Context: an optimization exercise on an open-source flow, tuned for small area, a short achievable clock period and few clock cycles. The choices shown serve that exercise and are no tape-out recipe.
The RTL was checked by simulation tests, not by an equivalence proof against the original design.
No activity file was given, so power comes from the tool's default toggle rates.

==> flow/design.v <==
module rcb_norm (
    input  wire [31:0] angle,
    input  wire [5:0]  n,
    output wire [8:0]  imod,
    output wire [4:0]  cf,
    output wire [15:0] flo
);
    wire [16:0] ub = {angle[31], angle[31:16]} + 17'd33120;
    wire [16:0] m  = ub % 17'd360;
    assign imod = m[8:0];
    wire [20:0] p = n * angle[15:0];       
    assign cf  = p[20:16];
    assign flo = p[15:0];
endmodule
module rcb_a2l (
    input  wire [8:0]  imod,
    input  wire [4:0]  cf,
    input  wire [5:0]  n,
    output wire [13:0] t,
    output wire [4:0]  idx,
    output wire [8:0]  r360
);
    assign t = n * imod + cf;
    wire [13:0] q = t / 14'd360;
    wire [13:0] r = t % 14'd360;
    assign idx  = q[4:0];
    assign r360 = r[8:0];
endmodule
module rcb_canvas (
    input  wire        clk,
    input  wire        rst,
    input  wire        cmd_valid,
    output wire        cmd_ready,
    input  wire [3:0]  cmd_op,
    input  wire [31:0] cmd_a,
    input  wire [31:0] cmd_b,
    input  wire        cmd_flag,
    input  wire [31:0] cmd_color,
    output reg         rsp_valid,
    output reg  [1:0]  rsp_code,
    output reg  [31:0] rsp_data
);
    localparam OP_NOP   = 4'd0;
    localparam OP_CLEAR = 4'd1;
    localparam OP_ARC   = 4'd2;
    localparam OP_FILL  = 4'd3;
    localparam OP_DECAY = 4'd4;
    localparam OP_A2L   = 4'd5;
    localparam OP_RDPIX = 4'd6;
    localparam OP_WRPIX = 4'd7;
    localparam OP_SETN  = 4'd8;
    localparam RSP_OK     = 2'd0;
    localparam RSP_RANGE  = 2'd2;
    localparam RSP_BADOPC = 2'd3;
    reg        rdy;                  
    reg        p_v;                  
    reg [3:0]  p_op;
    reg [31:0] p_a, p_b, p_col;
    reg        p_fl;
    reg        c_v;                  
    reg        c_go;                 
    reg [3:0]  c_op;
    reg [31:0] c_a, c_b, c_col;
    reg        c_fl;
    reg        c_ge;                 
    reg        c_frng;               
    reg        c_srng;               
    reg        c_ph;                 
    reg [3:0]  c_cnt;                
    reg [8:0]  c_r;                  
    reg        stale1;               
    reg        stale2;               
    reg        st_head;              
    reg        sel_fill, sel_dec, sel_e2, sel_e1;    
    reg [4:0]  hm1_2, hp1_2;         
    reg [5:0]  n_q;                  
    reg [4:0]  h;                    
    reg [4:0]  hm1_0, hp1_0, hm1_1, hp1_1;
    reg [31:0] P [0:31];
    reg [51:0] dreg;                 
    reg        clr_al; reg [4:0] clr_sp;
    reg        d_al;   reg [4:0] d_sp;  reg [31:0] d_m, d_b;
    reg        a1_al;  reg [4:0] a1_sp, a1_lo, a1_hi; reg a1_nw, a1_ee, a1_cw;
    reg [31:0] a1_c;   reg [24:0] a1_rem;
    reg        a2_al;  reg [4:0] a2_sp, a2_lo, a2_hi; reg a2_nw, a2_ee, a2_cw;
    reg [31:0] a2_c;   reg [24:0] a2_rem;
    reg        f_al;   reg [4:0] f_sp;  reg [31:0] f_t;
    assign cmd_ready = rdy;
    wire accept = cmd_valid & rdy;
    wire stale  = stale1 | stale2;
    wire go     = c_v & c_go & !stale;
    wire act    = c_v & !stale;      
    wire move   = p_v & (!c_v | go);
    wire op_clear = (c_op == OP_CLEAR);
    wire op_arc   = (c_op == OP_ARC);
    wire op_fill  = (c_op == OP_FILL);
    wire op_decay = (c_op == OP_DECAY);
    wire op_a2l   = (c_op == OP_A2L);
    wire op_rdpix = (c_op == OP_RDPIX);
    wire op_wrpix = (c_op == OP_WRPIX);
    wire op_setn  = (c_op == OP_SETN);
    wire a_ge_n   = c_ge;
    wire fill_rng = c_frng;
    wire setn_rng = c_srng;
    wire at_head  = (c_a[4:0] == h);
    wire a_slot_ok = !a2_al && !f_al;
    wire d_slot_ok = !d_al && !a1_al && !a2_al && !f_al;
    wire tgt2      = a1_al;
    wire [5:0]  n_nx;
    wire [8:0]  imF, imT;
    wire [4:0]  cfF, cfT;
    wire [15:0] pfF, pfT;
    rcb_norm u_nF (.angle(p_a), .n(n_nx), .imod(imF), .cf(cfF), .flo(pfF));
    rcb_norm u_nT (.angle(p_b), .n(n_nx), .imod(imT), .cf(cfT), .flo(pfT));
    wire [13:0] tF, tT;
    wire [4:0]  iF, iT;
    wire [8:0]  rF, rT;
    wire [15:0] loF = c_a[15:0];
    wire [15:0] loT = c_b[15:0];
    rcb_a2l u_from (.imod(c_a[29:21]), .cf(c_a[20:16]), .n(n_q), .t(tF), .idx(iF), .r360(rF));
    rcb_a2l u_to   (.imod(c_b[29:21]), .cf(c_b[20:16]), .n(n_q), .t(tT), .idx(iT), .r360(rT));
    wire arc_nw = c_fl ? (c_b[29:0] >= c_a[29:0]) : (c_b[29:0] <= c_a[29:0]);
    wire [4:0] arc_lo = c_fl ? iF : iT;
    wire [4:0] arc_hi = c_fl ? iT : iF;
    wire [4:0] h1    = h + 5'd1;
    wire [4:0] a1_iT = a1_cw ? a1_hi : a1_lo;
    wire [4:0] a2_iT = a2_cw ? a2_hi : a2_lo;
    wire a1_in0 = a1_nw ? (h >= a1_lo && h <= a1_hi) : (h >= a1_lo || h <= a1_hi);
    wire a2_in0 = a2_nw ? (h >= a2_lo && h <= a2_hi) : (h >= a2_lo || h <= a2_hi);
    wire a1_ed0 = a1_ee && (a1_cw ? (hm1_0 == a1_iT) : (hp1_0 == a1_iT));
    wire a2_ed0 = a2_ee && (a2_cw ? (hm1_0 == a2_iT) : (hp1_0 == a2_iT));
    wire a1_ed1 = a1_ee && (a1_cw ? (hm1_1 == a1_iT) : (hp1_1 == a1_iT));
    wire a2_ed1 = a2_ee && (a2_cw ? (hm1_1 == a2_iT) : (hp1_1 == a2_iT));
    wire E2_0 = a2_al & a2_ed0;
    wire I2_0 = a2_al & a2_in0;
    wire E1_0 = a1_al & a1_ed0;
    wire I1_0 = a1_al & a1_in0;
    wire E2_1 = a2_al & (h != a2_sp) & a2_ed1;
    wire E1_1 = a1_al & (h != a1_sp) & a1_ed1;
    reg  [31:0] dp_v, dp_m, dp_b;
    always @(*) begin
        if (sel_fill) begin
            dp_v = c_col; dp_m = c_a; dp_b = 32'd0;
        end else if (sel_dec) begin
            dp_v = P[0];  dp_m = c_a; dp_b = c_b;
        end else if (sel_e2) begin
            dp_v = a2_c;  dp_m = {7'd0, a2_rem}; dp_b = 32'd0;
        end else if (sel_e1) begin
            dp_v = a1_c;  dp_m = {7'd0, a1_rem}; dp_b = 32'd0;
        end else begin
            dp_v = stale2 ? P[0] : P[1]; dp_m = d_m; dp_b = d_b;
        end
    end
    wire dp_edge = sel_e2 | sel_e1;
    reg  [31:0] dp_clamp;
    reg  [51:0] dp_out;
    reg  [40:0] dp_x;
    wire [40:0] dp_xc [0:3];
    genvar gch;
    generate for (gch = 0; gch < 4; gch = gch + 1) begin : g_mac
        rcb_mac u_mac (.v(dp_v[gch*8 +: 8]), .m(dp_m), .b(dp_b), .x(dp_xc[gch]));
    end endgenerate
    integer ch;
    always @(*) begin
        for (ch = 0; ch < 4; ch = ch + 1) begin
            dp_x = dp_xc[ch];
            if (dp_x[40])
                dp_clamp[ch*8 +: 8] = 8'd0;
            else if (dp_x[39:24] != 16'd0)
                dp_clamp[ch*8 +: 8] = 8'd255;
            else
                dp_clamp[ch*8 +: 8] = dp_x[23:16];
            dp_out[ch*13 +: 13] = dp_edge ? dp_x[32:20] : {5'd0, dp_clamp[ch*8 +: 8]};
        end
    end
    wire [7:0]  dec0c = d_b[31] ? 8'd0 : (d_b[30:24] != 7'd0) ? 8'd255 : d_b[23:16];
    reg  [31:0] dq, eq;              
    reg  [12:0] eq_t;
    always @(*) begin
        for (ch = 0; ch < 4; ch = ch + 1) begin
            dq[ch*8 +: 8] = dreg[ch*13 +: 8];
            eq_t = dreg[ch*13 +: 13] / 13'd45;
            eq[ch*8 +: 8] = {1'b0, eq_t[6:0]};
        end
    end
    wire [31:0] vD = d_al ? (clr_al ? {4{dec0c}} : dq) : (clr_al ? 32'd0 : P[0]);
    wire [31:0] vA = E2_0 ? eq : I2_0 ? a2_c : E1_0 ? eq : I1_0 ? a1_c : vD;
    reg  [31:0] vF;
    always @(*) begin
        for (ch = 0; ch < 4; ch = ch + 1)
            vF[ch*8 +: 8] = (f_al && f_t[ch*8 +: 8] > vA[ch*8 +: 8]) ?
                            f_t[ch*8 +: 8] : vA[ch*8 +: 8];
    end
    wire step = act & (
          op_rdpix & !a_ge_n & (c_go | !at_head)
        | !c_go & op_wrpix & !a_ge_n & !a_slot_ok
        | !c_go & op_decay & !d_slot_ok
        | !c_go & op_fill & !fill_rng & f_al
        | !c_go & op_arc & !a_slot_ok);
    wire a2l_p0   = act & op_a2l & !c_ph;
    wire a2l_it   = act & op_a2l & c_ph;
    wire do_clr   = go & (op_clear | op_setn & !setn_rng);
    wire ins_d    = go & op_decay;
    wire ins_f    = go & op_fill & !fill_rng;
    wire ins_w    = go & op_wrpix & !a_ge_n;
    wire ins_a    = go & op_arc;
    wire ins_any  = ins_w | ins_a;
    wire [4:0] h_nx = do_clr ? 5'd0 : step ? h1 : h;
    assign     n_nx = (go & op_setn & !setn_rng) ? c_a[5:0] : n_q;
    wire [4:0] h1_nx = h_nx + 5'd1;
    wire [4:0] h2_nx = h_nx + 5'd2;
    wire       c_v_nx_w = move | c_v & !go;
    wire clr_al_nx = do_clr | clr_al & !(step & (h == clr_sp));
    wire d_al_nx   = !do_clr & (ins_d | d_al & !(step & (h == d_sp)));
    wire a1_al_nx  = !do_clr & (ins_any & !tgt2 | a1_al & !(step & (h == a1_sp)));
    wire a2_al_nx  = !do_clr & (ins_any & tgt2 | a2_al & !(step & (h == a2_sp)));
    wire f_al_nx   = !do_clr & (ins_f | f_al & !(step & (h == f_sp)));
    wire a_ok_nx = !a2_al_nx & !f_al_nx;
    wire d_ok_nx = !d_al_nx & !a1_al_nx & !a2_al_nx & !f_al_nx;
    wire [4:0]  st_x0  = c_fl ? hm1_0 : hp1_0;
    wire [4:0]  st_x1  = c_fl ? hm1_1 : hp1_1;
    wire [13:0] st_l0  = st_x0 * 9'd360;
    wire [13:0] st_l1  = st_x1 * 9'd360;
    wire st_h0 = (tT >= st_l0) & (tT < st_l0 + 14'd360);
    wire st_h1 = (tT >= st_l1) & (tT < st_l1 + 14'd360);
    wire stale1_nx = ins_a & (st_h0 | st_h1);
    wire stale2_nx = stale1 & st_head;
    wire stale_nx  = stale1_nx | stale2_nx;
    wire       arc2_nx = a2_al_nx & !(ins_any & tgt2);
    wire       arc1_nx = a1_al_nx & !(ins_any & !tgt2);
    wire a2_e_s = a2_ee & (a2_cw ? (hm1_2 == a2_iT) : (hp1_2 == a2_iT));   
    wire a1_e_s = a1_ee & (a1_cw ? (hm1_2 == a1_iT) : (hp1_2 == a1_iT));
    wire E2_n = arc2_nx & (step ? (a2_e_s & (h1 != a2_sp)) : (a2_ed1 & (h != a2_sp)));
    wire E1_n = arc1_nx & (step ? (a1_e_s & (h1 != a1_sp)) : (a1_ed1 & (h != a1_sp)));
    wire [3:0] op_nx_w = move ? p_op : c_op;
    wire sel_fill_nx = !stale2_nx & c_v_nx_w & (op_nx_w == OP_FILL) & !f_al_nx;
    wire sel_dec_nx  = !stale2_nx & c_v_nx_w & (op_nx_w == OP_DECAY) & d_ok_nx;
    wire sel_e2_nx   = stale2_nx ? E2_0 : E2_n;
    wire sel_e1_nx   = stale2_nx ? (!E2_0 & E1_0) : (!E2_n & E1_n);
    wire [9:0] a2l_r2 = {c_r, rsp_data[15]};
    wire       a2l_qb = (a2l_r2 >= 10'd360);
    wire [9:0] a2l_rn = a2l_qb ? a2l_r2 - 10'd360 : a2l_r2;
    wire       c_v_nx   = c_v_nx_w;
    wire [3:0] op_nx    = move ? p_op : c_op;
    wire [31:0] a_nx    = move ? p_a : c_a;
    wire       c_ph_nx  = !move & (c_ph | a2l_p0);
    wire [3:0] cnt_nx   = a2l_p0 ? 4'd0 : a2l_it ? c_cnt + 4'd1 : c_cnt;
    wire p_ge   = (p_a[31:6] != 26'd0) || (p_a[5:0] >= n_nx);
    wire p_frng = p_a[31] || (p_a[30:0] > 31'h0001_0000);
    wire p_srng = (p_a == 32'd0) || (p_a > 32'd32);
    wire a_ge_n_nx   = move ? p_ge : c_ge;
    wire fill_rng_nx = move ? p_frng : c_frng;
    reg  pred;
    always @(*) begin
        case (op_nx)
        OP_ARC:   pred = a_ok_nx;
        OP_A2L:   pred = c_ph_nx & (cnt_nx == 4'd15);
        OP_RDPIX: pred = a_ge_n_nx | (a_nx[4:0] == h_nx);
        OP_WRPIX: pred = a_ge_n_nx | a_ok_nx;
        OP_DECAY: pred = d_ok_nx;
        OP_FILL:  pred = fill_rng_nx | !f_al_nx;
        default:  pred = 1'b1;
        endcase
    end
    wire p_v_nx = accept | p_v & !move;
    wire c_go_nx = pred & !stale_nx;
    wire rdy_nx  = (!p_v_nx | !c_v_nx | c_go_nx) & !stale_nx;
    integer k;
    always @(posedge clk) begin
        if (step) begin
            for (k = 0; k < 31; k = k + 1)
                P[k] <= P[k + 1];
            P[31] <= vF;
        end
        if (step | ins_d | stale2)
            dreg <= dp_out;
    end
    always @(posedge clk) begin
        if (rdy) begin
            p_op  <= cmd_op;
            p_a   <= cmd_a;
            p_b   <= cmd_b;
            p_col <= cmd_color;
            p_fl  <= cmd_flag;
        end
        if (move) begin
            c_op  <= p_op;
            c_a   <= (p_op == OP_ARC || p_op == OP_A2L) ? {2'd0, imF, cfF, pfF} : p_a;
            c_b   <= (p_op == OP_ARC) ? {2'd0, imT, cfT, pfT} : p_b;
            c_ge  <= p_ge;
            c_frng <= p_frng;
            c_srng <= p_srng;
            c_col <= p_col;
            c_fl  <= p_fl;
        end
        c_cnt <= cnt_nx;
        if (a2l_p0)
            c_r <= rF;
        else if (a2l_it)
            c_r <= a2l_rn[8:0];
        if (ins_d) begin
            d_m <= c_a;
            d_b <= c_b;
            d_sp <= h - 5'd1;
        end
        if (ins_f) begin
            f_t  <= dp_clamp;
            f_sp <= h - 5'd1;
        end
        if (ins_a & !tgt2) begin
            a1_lo <= arc_lo; a1_hi <= arc_hi; a1_nw <= arc_nw; a1_ee <= 1'b1;
            a1_cw <= c_fl; a1_c <= c_col; a1_rem <= {rT, loT};
            a1_sp <= h - 5'd1;
        end
        if (ins_a & tgt2) begin
            a2_lo <= arc_lo; a2_hi <= arc_hi; a2_nw <= arc_nw; a2_ee <= 1'b1;
            a2_cw <= c_fl; a2_c <= c_col; a2_rem <= {rT, loT};
            a2_sp <= h - 5'd1;
        end
        if (ins_w & !tgt2) begin
            a1_lo <= c_a[4:0]; a1_hi <= c_a[4:0]; a1_nw <= 1'b1; a1_ee <= 1'b0;
            a1_c  <= c_col; a1_sp <= h - 5'd1;
        end
        if (ins_w & tgt2) begin
            a2_lo <= c_a[4:0]; a2_hi <= c_a[4:0]; a2_nw <= 1'b1; a2_ee <= 1'b0;
            a2_c  <= c_col; a2_sp <= h - 5'd1;
        end
        hm1_0 <= (h_nx == 5'd0) ? n_nx[4:0] - 5'd1 : h_nx - 5'd1;
        hp1_0 <= ({1'b0, h_nx} + 6'd1 == n_nx) ? 5'd0 : h_nx + 5'd1;
        hm1_1 <= (h1_nx == 5'd0) ? n_nx[4:0] - 5'd1 : h_nx;
        hp1_1 <= ({1'b0, h1_nx} + 6'd1 == n_nx) ? 5'd0 : h1_nx + 5'd1;
        hm1_2 <= (h2_nx == 5'd0) ? n_nx[4:0] - 5'd1 : h1_nx;
        hp1_2 <= ({1'b0, h2_nx} + 6'd1 == n_nx) ? 5'd0 : h2_nx + 5'd1;
        if (ins_a)
            st_head <= st_h0;
        rsp_code <= (c_op > OP_SETN) ? RSP_BADOPC :
                    (op_rdpix & a_ge_n | op_wrpix & a_ge_n | op_fill & fill_rng
                     | op_setn & setn_rng) ? RSP_RANGE : RSP_OK;
        if (a2l_p0)
            rsp_data <= {11'd0, iF, loF};
        else if (a2l_it)
            rsp_data <= {11'd0, iF, rsp_data[14:0], a2l_qb};
        else
            rsp_data <= vF;
        if (rst) begin
            rdy       <= 1'b1;
            p_v       <= 1'b0;
            c_v       <= 1'b0;
            c_go      <= 1'b0;
            c_ph      <= 1'b0;
            stale1    <= 1'b0;
            stale2    <= 1'b0;
            sel_fill  <= 1'b0;
            sel_dec   <= 1'b0;
            sel_e2    <= 1'b0;
            sel_e1    <= 1'b0;
            rsp_valid <= 1'b0;
            n_q       <= 6'd32;
            h         <= 5'd0;
            clr_al    <= 1'b1;
            clr_sp    <= 5'd31;
            hm1_0     <= 5'd31;
            hp1_0     <= 5'd1;
            hm1_1     <= 5'd0;
            hp1_1     <= 5'd2;
            hm1_2     <= 5'd1;
            hp1_2     <= 5'd3;
            d_al      <= 1'b0;
            a1_al     <= 1'b0;
            a2_al     <= 1'b0;
            f_al      <= 1'b0;
        end else begin
            rdy       <= rdy_nx;
            p_v       <= p_v_nx;
            c_v       <= c_v_nx;
            c_go      <= c_go_nx;
            c_ph      <= c_ph_nx;
            stale1    <= stale1_nx;
            stale2    <= stale2_nx;
            sel_fill  <= sel_fill_nx;
            sel_dec   <= sel_dec_nx;
            sel_e2    <= sel_e2_nx;
            sel_e1    <= sel_e1_nx;
            rsp_valid <= go;
            n_q       <= n_nx;
            h         <= h_nx;
            if (do_clr)
                clr_sp <= 5'd31;
            clr_al    <= clr_al_nx;
            d_al      <= d_al_nx;
            a1_al     <= a1_al_nx;
            a2_al     <= a2_al_nx;
            f_al      <= f_al_nx;
        end
    end
endmodule
module rcb_mac (
    input  wire [7:0]  v,
    input  wire [31:0] m,
    input  wire [31:0] b,
    output wire [40:0] x
);
    wire [40:0] pp [0:8];
    genvar j;
    generate for (j = 0; j < 8; j = j + 1) begin : g_pp
        assign pp[j] = v[j] ? ({{9{m[31]}}, m} << j) : 41'd0;
    end endgenerate
    assign pp[8] = {{9{b[31]}}, b};
    function [81:0] csa(input [40:0] p, input [40:0] q, input [40:0] r);
        csa = {((p & q) | (p & r) | (q & r)) << 1, p ^ q ^ r};
    endfunction
    wire [81:0] l1a = csa(pp[0], pp[1], pp[2]);
    wire [81:0] l1b = csa(pp[3], pp[4], pp[5]);
    wire [81:0] l1c = csa(pp[6], pp[7], pp[8]);
    wire [81:0] l2a = csa(l1a[40:0], l1a[81:41], l1b[40:0]);
    wire [81:0] l2b = csa(l1b[81:41], l1c[40:0], l1c[81:41]);
    wire [81:0] l3a = csa(l2a[40:0], l2a[81:41], l2b[40:0]);
    wire [81:0] l4a = csa(l3a[40:0], l3a[81:41], l2b[81:41]);
    assign x = l4a[40:0] + l4a[81:41];
endmodule
==> flow/flow/run.sh <==
#!/bin/bash
# Own layout flow: the standard ORFS flow (standard.sh, with its standard
# synthesis and the design's clock and constraints), with two layout choices:
#  - the timing repair is asked to leave a setup margin, so that the resizer
#    sizes and buffers the longest paths;
#  - the port buffers that the standard flow inserts on every input and
#    output are buf_4 cells instead of the platform's delay buffers.
# Each step's full output goes to standard_flow.log here.
set -euo pipefail
cd "$(dirname "$0")/.."
bash standard.sh SETUP_SLACK_MARGIN=34.9 \
    "BUFFER_PORTS_ARGS=-buffer_cell sky130_fd_sc_hd__buf_4" finish > standard_flow.log 2>&1
==> flow/standard.sh <==
#!/bin/bash
# synth_recipe.tcl (not shown) runs the flow's synth.tcl, then flattens the netlist and writes it again
# the make line also repeats each setting of config.mk as NAME=value (left out here)
make -C /OpenROAD-flow-scripts/flow DESIGN_CONFIG=/design/flow/config.mk WORK_HOME=/design/flow/orfs CLKGATE_MAP_FILE= SYNTH_SCRIPT=/design/flow/synth_recipe.tcl "${@:-finish}"
==> flow/config.mk <==
export PLATFORM = sky130hd
export DESIGN_NAME = rcb_canvas
export DESIGN_NICKNAME = rcb_canvas
export VERILOG_FILES = /design/flow/design.v
export SDC_FILE = /design/flow/constraint.sdc
export NUM_CORES = 4
export LEC_CHECK = 0
export CAP_MARGIN = 20
export CORE_MARGIN = 2
export CORE_UTILIZATION = 35
export PLACE_DENSITY = 0.5
export SLEW_MARGIN = 20
==> flow/constraint.sdc <==
create_clock -name core_clock -period 45.0 [get_ports {clk}]
set_input_delay 9.0000 -clock core_clock [delete_from_list [all_inputs] [get_ports {clk}]]
set_output_delay 9.0000 -clock core_clock [all_outputs]
set_load 0.01 [all_outputs]
==> out/metrics.csv, run 1 <==
metric,value,unit
numClockSinks,1643,
leakage,55.3,nW
grt_pass1_wl,553000,µm
dpl_cell_area,126000,µm²
ys_seq_area_share,40.5,%
power.total,0.00711,W
required,36000,ps
max-slew-margin-rel,19.8,%
crit_type,register to primary output,
clk_latency,920,ps
yosysTopAreaCellShare,38.7,%
r2r_slack,35160,ps
ant_nets,0,
drt_iter0_drc,7338,
avgSynthCellArea,10.5,µm²
fin_crit_sh,23.2,%
cts_tree,built,
area_growth,13.6,%
ys_ff_latch,1643,
worst_clock_skew,84.5,ps
ys_types,125,
via_per_inst,5.28,
drv_cap,0,
core,340000,µm²
slowest_stage,dfxtp_4,
syn_inst,11323,
hold_path_class,register to register,
routed_wl,374000,µm
cts_hold_buf,0,
cp_top_family,flip-flops,
critPathBufInv,1,
wl_per_cell,23.0,µm
die_y,588,µm
clk_path_buf_depth,4,
yosys-top-cells-area,"edfxtp_1 (39%), fa_1 (19%), ha_1 (5.7%)",
cts_max_level,4,
numCtsBuffers,186,
cp_cell_sequence,buf_6,
hold_viol,0,
status,no timing/DRC/antenna violations,
antenna_found_initial,21,
drive_gt1_share,11.0,%
grt_max_degree,211,
synthFlopType,edfxtp_1,
post-synth-top-area-cell,edfxtp_1,
slowest_delay,430,ps
ys_warn_count,4,
die_w,588,µm
drc,0,
critPathArrivalTime,1450,ps
crit_path_start_kind,register,
async_reset_ff_share,0,%
p_per_area,52.4,nW/µm²
firstDrtPassIters,9,
fin_nets,13280,
max_freq,95.7,MHz
rsz0062_at_grt,true,
grt_pass1_vias,87359,
setup_viol,0,
ir_worst_vdd,0.0000497,V
cts_root_buf,clkbuf_16,
pin_count,140,
nFillCells,33029,
period_needed,10450,ps
die-area,345000,µm²
syn_area,119000,µm²
slew_viol_final,0,
place.gp.congestion,0.941,
track_usage,21.1,%
syn-num-nets,13080,
worstPathMaxFanout,2,
gr-total-overflow,0,
postLayoutCellArea,136000,µm²
portBuffers,139,
start_util,35.1,%
critPathCaptureType,primary output,
setup_tns,0,ps
synth_enable_flop_cells,1537,
dp.final_hpwl,274000,µm
tightestPinTransition,1200,ps
rows,214,
path_clk_slew,60,ps
num_vias,85629,
## logic make-up after synthesis
group	after synthesis	share of synthesized area, %
and+or+nand+nor	3363	12.6
buffers and inverters	2096	6.67
AOI/OAI and AO/OA	1855	10.4
adders and majority gates	1668	24.5
DFF	1643	40.5
xor gates and xnor gates	502	3.71
muxes	196	1.72
## synthesized netlist by cell type (all sizes together) (17+ instances only)
master and number:
a2111oi 24, a211oi 55, a21boi 22, a21o 112
a21oi 422, a221oi 24, a22oi 104, a31oi 61
and2 161, and3 50, buf 93, clkbuf 409
dfxtp 106, edfxtp 1537, fa 1114, ha 539
inv 1586, mux2 65, mux2i 131, nand2 1277
nand2b 87, nand3 135, nand4 66, nor2 1082
nor2b 67, nor3 156, nor3b 17, nor4 62
o2111ai 26, o211ai 96, o21a 52, o21ai 462
o21bai 51, o22ai 48, o31ai 48, or2 78
or3 48, xnor2 350, xor2 152
## power by group
| part | switching (W) | internal, W |
|---|---|---|
| logic | 0.00230 | 0.00143 |
| clock network | 0.000649 | 0.000918 |
| registers | 0.0000457 | 0.00176 |
## placed cells by master, fill, tap and decap left out, types with 55 or more instances in the layout
cell type	count
a21o_1	111
a21oi_1	402
a22oi_1	96
a31oi_1	55
and2_1	150
buf_4	423
clkbuf_16	191
dfxtp_1	62
edfxtp_1	1537
fa_1	1114
ha_1	538
inv_1	1578
mux2_2	61
mux2i_1	109
nand2_1	1270
nand2b_1	82
nand3_1	133
nand4_1	66
nor2_1	1065
nor2b_1	66
nor3_1	148
nor4_1	56
o211ai_1	92
o21ai_0	374
or2_2	71
xnor2_1	327
xor2_1	143
## timing repair
item / in CTS / in global routing
gates cloned: 3 / 13
gates resized for setup: 228 / 199
setup buffers: 43 / 113
pin swaps: 15 / 50
endpoints found under the setup margin: 201 / 202
## metrics by stage
step / setup slack, ps / hold slack [ps] / util [%] / instances
floorplan: 34940 / 400 / - / 11323
global placement: 33580 / 400 / 37.1 / 15694
detailed placement: 33550 / 405 / 37.1 / 15696
CTS: 34490 / 335 / 39.3 / 16081
global route: 34530 / 348 / 39.9 / 16212
finish: 34550 / 344 / 39.9 / 16216
## registers in the layout, indices dropped and copies added (netlist names), 6 cells and up
register	count
P	1024
dreg	52
a1_c	32
a2_c	32
c_a	32
c_b	32
c_col	32
d_b	32
d_m	32
f_t	32
p_a	32
p_b	32
p_col	32
rsp_data	32
a1_rem	25
a2_rem	25
c_r	9
n_q	6
## final cells by class
class,count,area (µm²),area share (%)
diodes,6,15.0,0.0111
clock buffers,218,4850,3.58
clock inverters,121,1370,1.01
inverters,1594,6000,4.43
multi-input cells,7588,64700,47.8
flip-flops and latches,1643,48400,35.7
well taps,4536,5680,4.19
repair buffers,510,4500,3.32
## per-layer routing
metal  up-vias  routed length, µm  global-route usage, %
met4         8              17600                   8.33
met5         -                 48                      0
met3       704              25100                   3.52
met1     43371             156000                   27.6
met2      2920             175000                   34.8
li1      38626                  -                      -
## path summary, 6_finish.rpt
path | start | depth (start not counted) | end
worst max-delay path | rsp_data[14] | 1 | rsp_data[14]
worst min-delay path | P[25][4] | 0 | P[24][4]
worst max register to register | sel_e2 | 43 | dreg[27]
worst min register to register | P[25][4] | 0 | P[24][4]
Testbench counts, summed over its fixed seeds: cycles 4,562.
==> run 2, diff against run 1 <==
--- a/flow/config.mk
+++ b/flow/config.mk
@@ -9,4 +9,6 @@
 export CORE_MARGIN = 2
 export CORE_UTILIZATION = 35
+export CTS_BUF_LIST = sky130_fd_sc_hd__clkbuf_8
+export CTS_CLUSTER_SIZE = 30
 export PLACE_DENSITY = 0.5
 export SLEW_MARGIN = 20
==> run 2 against run 1 <==
Core utilization decreased by 0.18 points. Flip-flop and latch count unchanged. Sequential power about the same. Sequential share of layout area increased by 0.17 points. Critical path depth is the same. Critical endpoint unchanged. Wire length grew 0.37%. Global-route usage up 0.051 points. Design area down 0.46%.
==> out/metrics.csv, run 2 <==
metric,value,unit
power_frac_seq,26.1,%
synthFlopType,edfxtp_1,
cp_cell_sequence,buf_6,
p_int,0.00390,W
syn_area,119000,µm²
seq_area,48400,µm²
drv_cap,0,
critPathArrivalTime,1540,ps
hold_path_class,register to register,
dp.final_hpwl,274000,µm
tightestPinTransition,1230,ps
worstPathMaxFanout,2,
slowest_stage,dfxtp_4,
place.gp.congestion,0.941,
avgSynthCellArea,10.5,µm²
required,36000,ps
die_y,588,µm
critPathBufInv,1,
leakage,55.5,nW
synth.most_common_cell,inv_1,
drive_gt1_share,11.6,%
track_usage,21.1,%
rsz0062_at_grt,true,
worst_hold_slack,313,ps
syn_inst,11323,
ys_warn_count,4,
syn-num-nets,13080,
cts_root_buf,clkbuf_8,
crit_path_start_kind,register,
rows,214,
p_sw,0.00301,W
wl_per_cell,22.9,µm
numClockSinks,1643,
cts_tree,built,
area_growth,13.1,%
post-synth-top-area-cell,edfxtp_1,
multi_input_area,64800,µm²
clkPwrFrac,19.6,%
ys_ff_latch,1643,
grt_pass1_vias,88378,
top_regs,"P (1024), dreg (52)",
fin_nets,13389,
critPathCaptureType,primary output,
clk_path_buf_depth,4,
nFillCells,33166,
hold_viol,0,
max-slew-margin-rel,18.0,%
drc,0,
yosys-top-cells-area,"edfxtp_1 (39%), fa_1 (19%), ha_1 (5.7%)",
setup_tns,0,ps
ys_seq_area_share,40.5,%
largest_reg_flops,1024,
switching_share,43.6,%
core,340000,µm²
clk_latency,1090,ps
die-area,345000,µm²
ant_nets,0,
start_util,35.1,%
postLayoutCoreUtil,39.7,%
slowest_delay,430,ps
antenna_found_initial,23,
largest-register,P,
portBuffers,139,
cp_top_family,flip-flops,
grt_pass1_wl,556000,µm
status,no timing/DRC/antenna violations,
fin_crit_sh,23.4,%
setup_viol,0,
p_per_area,51.2,nW/µm²
async_reset_ff_share,0,%
num_vias,86479,
max_freq,94.9,MHz
synth_enable_flop_cells,1537,
grt_max_degree,211,
crit_type,register to primary output,
drt_iter0_drc,7151,
final_common_cell,inv_1,
slew_viol_final,0,
pin_count,140,
die_w,588,µm
ys_types,125,
routed_wl,375000,µm
firstDrtPassIters,6,
layout_common_cells,"inv_1 (1692), edfxtp_1 (1537), nand2_1 (1270)",
path_clk_slew,60,ps
numCtsBuffers,297,
yosysTopAreaCellShare,38.7,%
comb_power_share,54.3,%
ir_worst_vdd,0.0000487,V
cts_max_level,5,
gr-total-overflow,0,
worst_clock_skew,132,ps
period_needed,10540,ps
via_per_inst,5.27,
yosys-top-cells-count,"inv_1 (1582), edfxtp_1 (1537), nand2_1 (1276), fa_1 (1114), nor2_1 (1080)",
==> run 2: routing by layer <==
layer | vias up | routed length (µm) | share of wire (%) | global-route usage (%)
li1 | 38890 | - | - | -
met1 | 43823 | 157000 | 42 | 27.5
met2 | 3041 | 176000 | 47 | 34.8
met3 | 719 | 24600 | 6.5 | 3.68
met4 | 6 | 18000 | 4.8 | 8.74
met5 | - | 299 | 0.080 | 0
==> run 2: cell families after synthesis <==
logic type               count (synthesis)  share of synthesized area [%]
AND/OR/NAND/NOR                       3363                           12.6
adder cells (fa/ha/maj)               1668                           24.5
multiplexers                           196                           1.72
XOR/XNOR                               502                           3.71
flip-flops                            1643                           40.5
buffers and inverters                 2096                           6.67
AO/OA/AOI/OAI                         1855                           10.4
==> run 2: area by class of cell <==
| cell class | count | area share [%] |
|---|---|---|
| Antenna cell | 9 | 0.0167 |
| Inverter | 1594 | 4.45 |
| Multi-Input combinational cell | 7587 | 48.0 |
| Sequential cell | 1643 | 35.9 |
| Timing Repair Buffer | 509 | 3.29 |
| Clock buffer | 309 | 3.15 |
| Clock inverter | 219 | 0.987 |
| Tap cell | 4536 | 4.21 |
==> run 2: worst paths after layout <==
kind / from / to / slack, ps / cells after the start
min reg2reg: P[29][9] / P[28][9] / 310 / 0
min: P[29][9] / P[28][9] / 310 / 0
max: rsp_data[14] / rsp_data[14] / 34460 / 1
max reg2reg: sel_e2 / dreg[26] / 35130 / 44
==> run 2: through the flow <==
stage / cell area [µm²] / setup WS, ps / total power [W] / instances
4_1_cts: 133000 / 34350 / 0.00679 / 16267
6_report: 135000 / 34460 / 0.00691 / 16406
3_5_place_dp: 126000 / 33550 / 0.00531 / 15696
5_1_grt: 135000 / 34380 / 0.00741 / 16399
2_1_floorplan: 119000 / 34940 / 0.00434 / 11323
3_3_place_gp: 126000 / 33580 / 0.00524 / 15694
==> run 2: timing repair <==
item | 4_1_cts | 5_1_grt
resized for setup | 230 | 201
hold buffers | 0 | 0
endpoints found under the setup margin | 201 | 202
pin swaps | 15 | 50
buffers inserted | 40 | 115
cloned | 3 | 12
==> run 2: power by group through the flow <==
stage / sequential, W / clock (W) / combinational, W
5_1_grt: 0.00181 / 0.00147 / 0.00414
3_3_place_gp: 0.00184 / 0 / 0.00340
2_1_floorplan: 0.00181 / 0 / 0.00253
3_5_place_dp: 0.00184 / 0 / 0.00347
6_report: 0.00180 / 0.00135 / 0.00375
4_1_cts: 0.00181 / 0.00140 / 0.00358

[re-timing with driven ports]
In the flow no input, the clock included, has a driving cell. The finished layouts below were timed again as built, in two steps.
Step 1, drivers: a clkbuf_16 drives clk and a buf_2 each remaining input, both assumed.
Step 2 adds t to the input delays and takes it off the output delays; t is the mean of the earliest and latest rising clock arrival at the registers after step 1. Input paths then give back, and output paths get back, about the clock's delay inside the block.
Three values: no drivers, after step 1, after step 2; two values: the first two.
run | shift t [ns] | slack for setup (ns) | hold WS [ns] | latest minus earliest clock arrival (ns) | worst data-port slew with drivers (ns)
run 1 | 0.990 | 34.553 / 34.445 / 34.622 | 0.344 / 0.344 / 0.344 | 0.085 / 0.085 | 0.08
run 2 | 1.129 | 34.458 / 34.349 / 34.616 | 0.313 / 0.313 / 0.313 | 0.138 / 0.138 | 0.08
After both steps every run listed still meets setup and hold.
